Source: an optimization exercise on an open RTL-to-GDS flow (aim: small area, a short achievable clock period and few clock cycles per item). Production flows keep margins and buffers that such runs may drop. Function was checked by simulation only, so behaviour that the tests miss may differ from the original. Power figures rest on the tool's default switching activity, not on a simulated workload.

Setup of pepper:
==> flow/design.v <==
module vrtb_ts_add #(parameter W = 32, parameter L = 5) (
    input  wire [W-1:0] a,
    input  wire [W-1:0] b,
    input  wire         ci,
    output wire [W-1:0] s,
    output wire         co
);
    wire [W-1:0] p0 = a ^ b;
    wire [W-1:0] g0 = a & b;
    wire [W-1:0] gl [0:L];
    wire [W-1:0] pl [0:L];
    assign gl[0] = {g0[W-1:1], g0[0] | (p0[0] & ci)};
    assign pl[0] = p0;
    genvar l, i;
    generate
        for (l = 0; l < L; l = l + 1) begin : lv
            for (i = 0; i < W; i = i + 1) begin : bt
                if ((i >> l) & 1) begin : cmb
                    localparam integer J = ((i >> l) << l) - 1;
                    assign gl[l+1][i] = gl[l][i] | (pl[l][i] & gl[l][J]);
                    assign pl[l+1][i] = pl[l][i] & pl[l][J];
                end else begin : pas
                    assign gl[l+1][i] = gl[l][i];
                    assign pl[l+1][i] = pl[l][i];
                end
            end
        end
    endgenerate
    assign s  = p0 ^ {gl[L][W-2:0], ci};
    assign co = gl[L][W-1];
endmodule
module vrtb_ts_inc #(parameter W = 64, parameter L = 6) (
    input  wire [W-1:0] a,
    output wire [W-1:0] s
);
    wire [W-1:0] pl [0:L];
    assign pl[0] = a;
    genvar l, i;
    generate
        for (l = 0; l < L; l = l + 1) begin : lv
            for (i = 0; i < W; i = i + 1) begin : bt
                if ((i >> l) & 1) begin : cmb
                    localparam integer J = ((i >> l) << l) - 1;
                    assign pl[l+1][i] = pl[l][i] & pl[l][J];
                end else begin : pas
                    assign pl[l+1][i] = pl[l][i];
                end
            end
        end
    endgenerate
    assign s = a ^ {pl[L][W-2:0], 1'b1};
endmodule
module vrtb_ts (
    input  wire        clk,
    input  wire        rst,
    input  wire        start,
    input  wire        next,
    input  wire [95:0] t0,
    input  wire [63:0] k0,
    input  wire [31:0] blk_size,
    input  wire [31:0] rate,
    output wire        ready,
    output reg         ts_valid,
    output wire [31:0] ts_sec,
    output wire [39:0] ts_frac,
    output wire        ts_err
);
    localparam [39:0] PS  = 40'd1000000000000;
    localparam [27:0] P5  = 28'd244140625;           
    localparam [3:0] S_IDLE = 4'd0,
                     S_LD   = 4'd1,    
                     S_PS   = 4'd2,    
                     S_CP1  = 4'd3,    
                     S_BZ   = 4'd4,    
                     S_CP2  = 4'd5,    
                     S_HDBL = 4'd6,    
                     S_HADD = 4'd7,    
                     S_T0   = 4'd8,    
                     S_WRAP = 4'd9;    
    reg [3:0]  state;
    reg        phase;      
    reg [5:0]  cnt;        
    reg        first;      
    reg        kz;         
    reg        bz;         
    reg [5:0]  tcnt;       
    reg        wrap;       
    reg        r1;         
    reg        bzero, kzero;
    reg [5:0]  bmsb, kmsb;
    reg [31:0] y_sec;
    reg [39:0] y_frac;
    reg [31:0] y_rem;
    reg [31:0] y_remn;
    reg [31:0] r_r;
    reg [63:0] idx;
    reg [31:0] t_sec;
    reg        t_ovf;
    reg        t_hi;       
    reg [27:0] t_rem;
    reg [11:0] t_lo;
    wire [39:0] t_frac = {t_rem, t_lo};
    reg        a_kx, a_dbl, a_add, a_t, a_cpy, a_cps, a_ys0, a_nx;
    reg        b_cpy, b_cps, b_nx;
    reg [32:0] a_ra;
    reg [31:0] a_rbs;
    reg [31:0] a_rbd;
    reg        a_ci;
    reg [40:0] b_fa;
    reg [32:0] b_sa;
    reg        b_oa;
    reg [39:0] b_fb;
    reg [31:0] b_sb;
    reg        b_ob;
    reg        b_fc;
    reg        ready_r;
    assign ready   = ready_r;
    assign ts_sec  = b_sa[31:0];
    assign ts_frac = b_fa[39:0];
    assign ts_err  = b_oa;
    function [5:0] msb32(input [31:0] v);
        integer i;
        begin
            msb32 = 6'd0;
            for (i = 0; i < 32; i = i + 1)
                if (v[i]) msb32 = i[5:0];
        end
    endfunction
    function [5:0] msb64(input [63:0] v);
        integer i;
        begin
            msb64 = 6'd0;
            for (i = 0; i < 64; i = i + 1)
                if (v[i]) msb64 = i[5:0];
        end
    endfunction
    wire [32:0] rs;
    wire        rs_c;
    vrtb_ts_add #(33, 6) u_rs (.a(a_ra), .b({1'b0, a_rbs}), .ci(1'b0), .s(rs), .co(rs_c));
    wire [33:0] rd;
    wire        rd_c;
    vrtb_ts_add #(34, 6) u_rd (.a({1'b0, a_ra}), .b({2'b11, a_rbd}), .ci(a_ci), .s(rd), .co(rd_c));
    wire        cr    = !rd[33];
    wire [31:0] rem_n = cr ? rd[31:0] : rs[31:0];
    wire [40:0] fs;
    wire        fs_c;
    vrtb_ts_add #(41, 6) u_fs (.a(b_fa), .b({1'b0, b_fb}), .ci(b_fc), .s(fs), .co(fs_c));
    wire [41:0] nps = ~{2'b00, PS};
    wire [41:0] fa2 = {1'b0, b_fa};
    wire [41:0] fb2 = {2'b00, b_fb};
    wire [41:0] fp  = fa2 ^ fb2 ^ nps;
    wire [41:0] fg  = {(fa2[40:0] & fb2[40:0]) | (fa2[40:0] & nps[40:0]) | (fb2[40:0] & nps[40:0]), b_fc};
    wire [41:0] fd;
    wire        fd_c;
    vrtb_ts_add #(42, 6) u_fd (.a(fp), .b(fg), .ci(1'b1), .s(fd), .co(fd_c));
    wire        cf     = !fd[41];
    wire [39:0] frac_n = cf ? fd[39:0] : fs[39:0];
    wire [32:0] ss0, ss1;
    wire        ss0_c, ss1_c;
    vrtb_ts_add #(33, 6) u_s0 (.a(b_sa), .b({1'b0, b_sb}), .ci(1'b0), .s(ss0), .co(ss0_c));
    vrtb_ts_add #(33, 6) u_s1 (.a(b_sa), .b({1'b0, b_sb}), .ci(1'b1), .s(ss1), .co(ss1_c));
    wire [32:0] ss     = cf ? ss1 : ss0;
    wire        ovf_n  = b_oa | b_ob | ss[32];
    wire [28:0] td_s = {t_rem, t_sec[31]};
    wire [28:0] td_d;
    wire        td_q;
    vrtb_ts_add #(29, 5) u_td (.a(td_s), .b(~{1'b0, P5}), .ci(1'b1), .s(td_d), .co(td_q));
    wire [63:0] idx_inc;
    vrtb_ts_inc #(64, 6) u_inc (.a(idx), .s(idx_inc));
    wire        idx_m1 = (idx[63:1] == {63{1'b1}}) && !idx[0];
    wire [5:0]  rmsb  = msb32(r_r);
    wire [30:0] ps_hi = PS[39:9];
    wire [30:0] rem_i = ps_hi >> (5'd31 - rmsb[4:0]);
    wire [63:0] hv   = phase ? idx : {32'd0, y_sec};
    wire [5:0]  cm1  = cnt - 6'd1;
    wire        hvm1 = hv[cm1];
    reg         hbit;
    reg        n_kx, n_dbl, n_add, n_ld, n_cin, n_cpy, n_cps, n_ys0, n_t, n_nx;
    reg [3:0]  n_state;
    reg [5:0]  n_cnt;
    reg        n_phase, n_kz, n_bz;
    wire       acc_next = (state == S_IDLE) && !start && next;
    wire [3:0] t0_wait = (tcnt[5:1] == 5'd0) ? S_IDLE : S_T0;
    task k_pass;
        begin
            n_kz    = kzero;
            n_cnt   = cnt - 6'd1;
            n_state = (kzero || cnt == 6'd0) ? t0_wait : S_HDBL;
        end
    endtask
    task h_end;
        begin
            if (!phase) begin
                n_cnt   = kmsb;
                n_phase = 1'b1;
                n_state = S_CP2;
            end else begin
                n_kz    = 1'b0;
                n_state = t0_wait;
            end
        end
    endtask
    always @(*) begin
        n_kx = 1'b1; n_dbl = 1'b0; n_add = 1'b0; n_ld = 1'b0; n_cin = 1'b0;
        n_cpy = 1'b0; n_cps = 1'b0; n_ys0 = 1'b0; n_t = 1'b0; n_nx = 1'b0;
        n_state = state; n_cnt = cnt; n_phase = phase; n_kz = kz; n_bz = bz;
        case (state)
            S_IDLE: begin
                if (start) begin
                    n_bz    = 1'b0;
                    n_state = S_LD;
                end else if (next) begin
                    if (first) begin
                        n_nx = 1'b1; n_t = 1'b1; n_kx = !kz;
                    end else if (wrap) begin
                        n_state = S_WRAP;
                    end else begin
                        n_nx  = 1'b1;
                        n_add = 1'b1;
                    end
                end
            end
            S_WRAP: begin
                n_nx = 1'b1; n_kx = 1'b0; n_t = 1'b1;
                n_state = S_IDLE;
            end
            S_LD: begin
                n_kx = 1'b0; n_ld = 1'b1;
                n_cnt = 6'd39 - rmsb;
                n_state = S_PS;
            end
            S_PS: begin
                n_dbl = 1'b1; n_cin = PS[cnt];
                n_cnt = cnt - 6'd1;
                if (cnt == 6'd0) begin
                    if (bzero) begin
                        n_state = S_BZ;
                    end else if (bmsb == 6'd0) begin
                        n_cnt   = kmsb;
                        n_phase = 1'b1;
                        n_state = S_CP2;
                    end else begin
                        n_cnt   = bmsb;
                        n_phase = 1'b0;
                        n_state = S_CP1;
                    end
                end
            end
            S_CP1: begin
                n_cpy   = 1'b1;
                n_cnt   = cnt - 6'd1;
                n_state = S_HDBL;
            end
            S_BZ: begin
                n_kx    = 1'b0;
                n_bz    = 1'b1;
                n_state = S_CP2;
            end
            S_CP2: begin
                n_cpy = 1'b1; n_cps = 1'b1;
                if (bz) begin
                    n_kz    = 1'b1;
                    n_state = t0_wait;
                end else
                    k_pass;
            end
            S_HDBL: begin
                n_dbl = 1'b1;
                if (hbit) begin
                    n_state = S_HADD;
                end else if (cnt != 6'd0) begin
                    n_cnt = cnt - 6'd1;
                end else
                    h_end;
            end
            S_HADD: begin
                n_add = 1'b1; n_ys0 = !phase;
                if (cnt != 6'd0) begin
                    n_cnt   = cnt - 6'd1;
                    n_state = S_HDBL;
                end else
                    h_end;
            end
            S_T0: begin
                if (tcnt[5:1] == 5'd0)
                    n_state = S_IDLE;
            end
            default: n_state = S_IDLE;
        endcase
        if (n_dbl) n_kx = 1'b0;
    end
    always @(posedge clk) begin
        a_ra  <= n_dbl ? {rem_n, n_cin} : n_kx ? {1'b0, rem_n} :
                 n_ld  ? {2'b00, rem_i} : 33'd0;
        a_rbs <= n_add ? y_rem  : 32'd0;
        a_rbd <= n_add ? y_remn : ~r_r;
        a_ci  <= !n_add;
        if (a_cpy) begin
            y_rem  <= a_ra[31:0];
            y_remn <= rd[31:0];
        end
        b_fa  <= a_dbl ? {frac_n, cr} : a_kx ? {1'b0, frac_n} : 41'd0;
        b_sa  <= a_dbl ? {ss[31:0], 1'b0} : a_kx ? {1'b0, ss[31:0]} : 33'd0;
        b_oa  <= (a_dbl | a_kx) & ovf_n;
        b_fb  <= a_add ? y_frac : a_t ? t_frac : 40'd0;
        b_sb  <= a_add ? (a_ys0 ? {31'd0, r1} : y_sec) : a_t ? t_sec : 32'd0;
        b_ob  <= a_t & t_ovf;
        b_fc  <= cr & !a_dbl;
        b_cpy <= a_cpy;
        b_cps <= a_cps;
        if (b_cpy) y_frac <= b_fa[39:0];
        if (b_cps) y_sec  <= b_sa[31:0];
        if (tcnt != 6'd0) begin
            t_rem <= td_q ? td_d[27:0] : td_s[27:0];
            t_sec <= {t_sec[30:0], td_q};
        end
        a_kx  <= n_kx;
        a_dbl <= n_dbl;
        a_add <= n_add;
        a_t   <= n_t;
        a_cpy <= n_cpy;
        a_cps <= n_cps;
        a_ys0 <= n_ys0;
        cnt   <= n_cnt;
        hbit  <= hvm1;
        phase <= n_phase;
        kz    <= n_kz;
        bz    <= n_bz;
        bzero <= (y_sec == 32'd0);
        bmsb  <= msb32(y_sec);
        kzero <= (idx == 64'd0);
        kmsb  <= msb64(idx);
        if ((state == S_IDLE) && start) begin
            r_r   <= rate;
            y_rem <= blk_size;      
            idx   <= k0;
            wrap  <= (k0 == {64{1'b1}});
            t_hi  <= (t0[95:72] != 24'd0);
            t_rem <= t0[71:44];
            t_sec <= t0[43:12];
            t_lo  <= t0[11:0];
        end
        if (acc_next && !first) begin
            idx  <= idx_inc;
            wrap <= idx_m1;
        end
        if (state == S_LD) begin
            t_ovf <= t_hi || (t_rem >= P5);
            r1    <= (r_r == 32'd1);
            y_sec <= y_rem;         
        end
        if (rst) begin
            state    <= S_IDLE;
            ready_r  <= 1'b1;
            first    <= 1'b0;
            tcnt     <= 6'd0;
            a_nx     <= 1'b0;
            b_nx     <= 1'b0;
            ts_valid <= 1'b0;
        end else begin
            state    <= n_state;
            ready_r  <= (n_state == S_IDLE);
            a_nx     <= n_nx;
            b_nx     <= a_nx;
            ts_valid <= b_nx;
            if ((state == S_IDLE) && start) begin
                first <= 1'b1;
                tcnt  <= 6'd32;
            end else begin
                if (acc_next)
                    first <= 1'b0;
                if (tcnt != 6'd0)
                    tcnt <= tcnt - 6'd1;
            end
        end
    end
endmodule
export LEC_CHECK = 0
export CAP_MARGIN = 20
export CORE_MARGIN = 2
export CORE_UTILIZATION = 50
export PLACE_DENSITY = 0.75
export SETUP_SLACK_MARGIN = 4.5
export SLEW_MARGIN = 20
export TNS_END_PERCENT = 0
create_clock -name core_clock -period 8.0 [get_ports {clk}]
run.sh (not shown) runs the stock make flow with config.mk's settings and CLKGATE_MAP_FILE= SYNTH_SCRIPT=/design/flow/synth_recipe.tcl, a recipe that flattens the netlist after the stock synthesis.
Testbench counts of pepper, summed over its fixed seeds: cycles 3,984, items 1,152.
[inputs] zinc vs pepper
--- a/flow/design.v
+++ b/flow/design.v
@@ -69,5 +69,4 @@
     localparam [27:0] P5  = 28'd244140625;           
     localparam [3:0] S_IDLE = 4'd0,
-                     S_LD   = 4'd1,    
                      S_PS   = 4'd2,    
                      S_CP1  = 4'd3,    
@@ -87,4 +86,5 @@
     reg        wrap;       
     reg        r1;         
+    reg        ld1;        
     reg        bzero, kzero;
     reg [5:0]  bmsb, kmsb;
@@ -101,5 +101,5 @@
     reg [11:0] t_lo;
     wire [39:0] t_frac = {t_rem, t_lo};
-    reg        a_kx, a_dbl, a_add, a_t, a_cpy, a_cps, a_ys0, a_nx;
+    reg        a_kx, a_dbl, a_add, a_t, a_cpy, a_cps, a_ys0, a_nx, a_z;
     reg        b_cpy, b_cps, b_nx;
     reg [32:0] a_ra;
@@ -169,5 +169,5 @@
     vrtb_ts_inc #(64, 6) u_inc (.a(idx), .s(idx_inc));
     wire        idx_m1 = (idx[63:1] == {63{1'b1}}) && !idx[0];
-    wire [5:0]  rmsb  = msb32(r_r);
+    wire [5:0]  rmsb  = msb32(rate);
     wire [30:0] ps_hi = PS[39:9];
     wire [30:0] rem_i = ps_hi >> (5'd31 - rmsb[4:0]);
@@ -176,5 +176,5 @@
     wire        hvm1 = hv[cm1];
     reg         hbit;
-    reg        n_kx, n_dbl, n_add, n_ld, n_cin, n_cpy, n_cps, n_ys0, n_t, n_nx;
+    reg        n_kx, n_dbl, n_add, n_ld, n_cin, n_cpy, n_cps, n_ys0, n_t, n_nx, n_z;
     reg [3:0]  n_state;
     reg [5:0]  n_cnt;
@@ -203,5 +203,5 @@
     always @(*) begin
         n_kx = 1'b1; n_dbl = 1'b0; n_add = 1'b0; n_ld = 1'b0; n_cin = 1'b0;
-        n_cpy = 1'b0; n_cps = 1'b0; n_ys0 = 1'b0; n_t = 1'b0; n_nx = 1'b0;
+        n_cpy = 1'b0; n_cps = 1'b0; n_ys0 = 1'b0; n_t = 1'b0; n_nx = 1'b0; n_z = 1'b0;
         n_state = state; n_cnt = cnt; n_phase = phase; n_kz = kz; n_bz = bz;
         case (state)
@@ -209,5 +209,7 @@
                 if (start) begin
                     n_bz    = 1'b0;
-                    n_state = S_LD;
+                    n_ld = 1'b1;
+                    n_cnt = 6'd39 - rmsb;
+                    n_state = S_PS;
                 end else if (next) begin
                     if (first) begin
@@ -225,11 +227,6 @@
                 n_state = S_IDLE;
             end
-            S_LD: begin
-                n_kx = 1'b0; n_ld = 1'b1;
-                n_cnt = 6'd39 - rmsb;
-                n_state = S_PS;
-            end
             S_PS: begin
-                n_dbl = 1'b1; n_cin = PS[cnt];
+                n_dbl = 1'b1; n_cin = PS[cnt]; n_z = ld1;
                 n_cnt = cnt - 6'd1;
                 if (cnt == 6'd0) begin
@@ -291,16 +288,16 @@
     end
     always @(posedge clk) begin
-        a_ra  <= n_dbl ? {rem_n, n_cin} : n_kx ? {1'b0, rem_n} :
-                 n_ld  ? {2'b00, rem_i} : 33'd0;
+        a_ra  <= n_ld  ? {2'b00, rem_i} : n_dbl ? {rem_n, n_cin} :
+                 n_kx  ? {1'b0, rem_n} : 33'd0;
         a_rbs <= n_add ? y_rem  : 32'd0;
-        a_rbd <= n_add ? y_remn : ~r_r;
-        a_ci  <= !n_add;
+        a_rbd <= n_add ? y_remn : n_ld ? 32'd0 : ~r_r;
+        a_ci  <= !n_add && !n_ld;
         if (a_cpy) begin
             y_rem  <= a_ra[31:0];
             y_remn <= rd[31:0];
         end
-        b_fa  <= a_dbl ? {frac_n, cr} : a_kx ? {1'b0, frac_n} : 41'd0;
-        b_sa  <= a_dbl ? {ss[31:0], 1'b0} : a_kx ? {1'b0, ss[31:0]} : 33'd0;
-        b_oa  <= (a_dbl | a_kx) & ovf_n;
+        b_fa  <= a_dbl ? {frac_n & {40{!a_z}}, cr} : a_kx ? {1'b0, frac_n} : 41'd0;
+        b_sa  <= (a_dbl & !a_z) ? {ss[31:0], 1'b0} : a_kx ? {1'b0, ss[31:0]} : 33'd0;
+        b_oa  <= ((a_dbl & !a_z) | a_kx) & ovf_n;
         b_fb  <= a_add ? y_frac : a_t ? t_frac : 40'd0;
         b_sb  <= a_add ? (a_ys0 ? {31'd0, r1} : y_sec) : a_t ? t_sec : 32'd0;
@@ -317,4 +314,5 @@
         a_kx  <= n_kx;
         a_dbl <= n_dbl;
+        a_z   <= n_z;
         a_add <= n_add;
         a_t   <= n_t;
@@ -345,5 +343,6 @@
             wrap <= idx_m1;
         end
-        if (state == S_LD) begin
+        ld1 <= (state == S_IDLE) && start;
+        if (ld1) begin
             t_ovf <= t_hi || (t_rem >= P5);
             r1    <= (r_r == 32'd1);
Results
- Mean instance size in the synthesized netlist up 0.72% in zinc wrt pepper
- Final critical-path setup slack, pepper and zinc: higher on pepper
- [zinc vs pepper] detailed-routed wire length on met2: higher in zinc
- pepper -> zinc: via count increased by a few percent
- On total of fill cells in the finished design, pepper and zinc are neck and neck.
- Power: zinc draws less than pepper
Testbench counts of zinc, summed over its fixed seeds: cycles 3,938, items 1,152.

port drivers added, routing unchanged:
Ports are ideal in the flow. The routed layouts listed here were re-timed in OpenROAD. Step 1 assumes that a clkbuf_16 drives the clock port and a buf_2 every other input. Step 2 moves the port delays by t, midway between the first and last clock arrival at a register: inputs arrive t later, outputs are due t later. That takes back most of the time a late clock gives input paths. a / b / c = ideal ports / drivers / drivers and shift; a / b = the first two.
| run | t, ns | setup slack, ns | worst hold slack (ns) | slew at the worst register clock pin (ns) |
|---|---|---|---|---|
| pepper | 0.688 | 4.150 / 4.150 / 3.559 | 0.336 / 0.336 / 0.336 | 0.07 / 0.07 |
| zinc | 0.676 | 3.927 / 3.933 / 3.296 | 0.327 / 0.327 / 0.327 | 0.07 / 0.07 |
After both steps setup and hold are still met in every run listed. The setup slack of zinc, which loses most, moves by +0.006 ns with the drivers and by -0.631 ns with both steps.
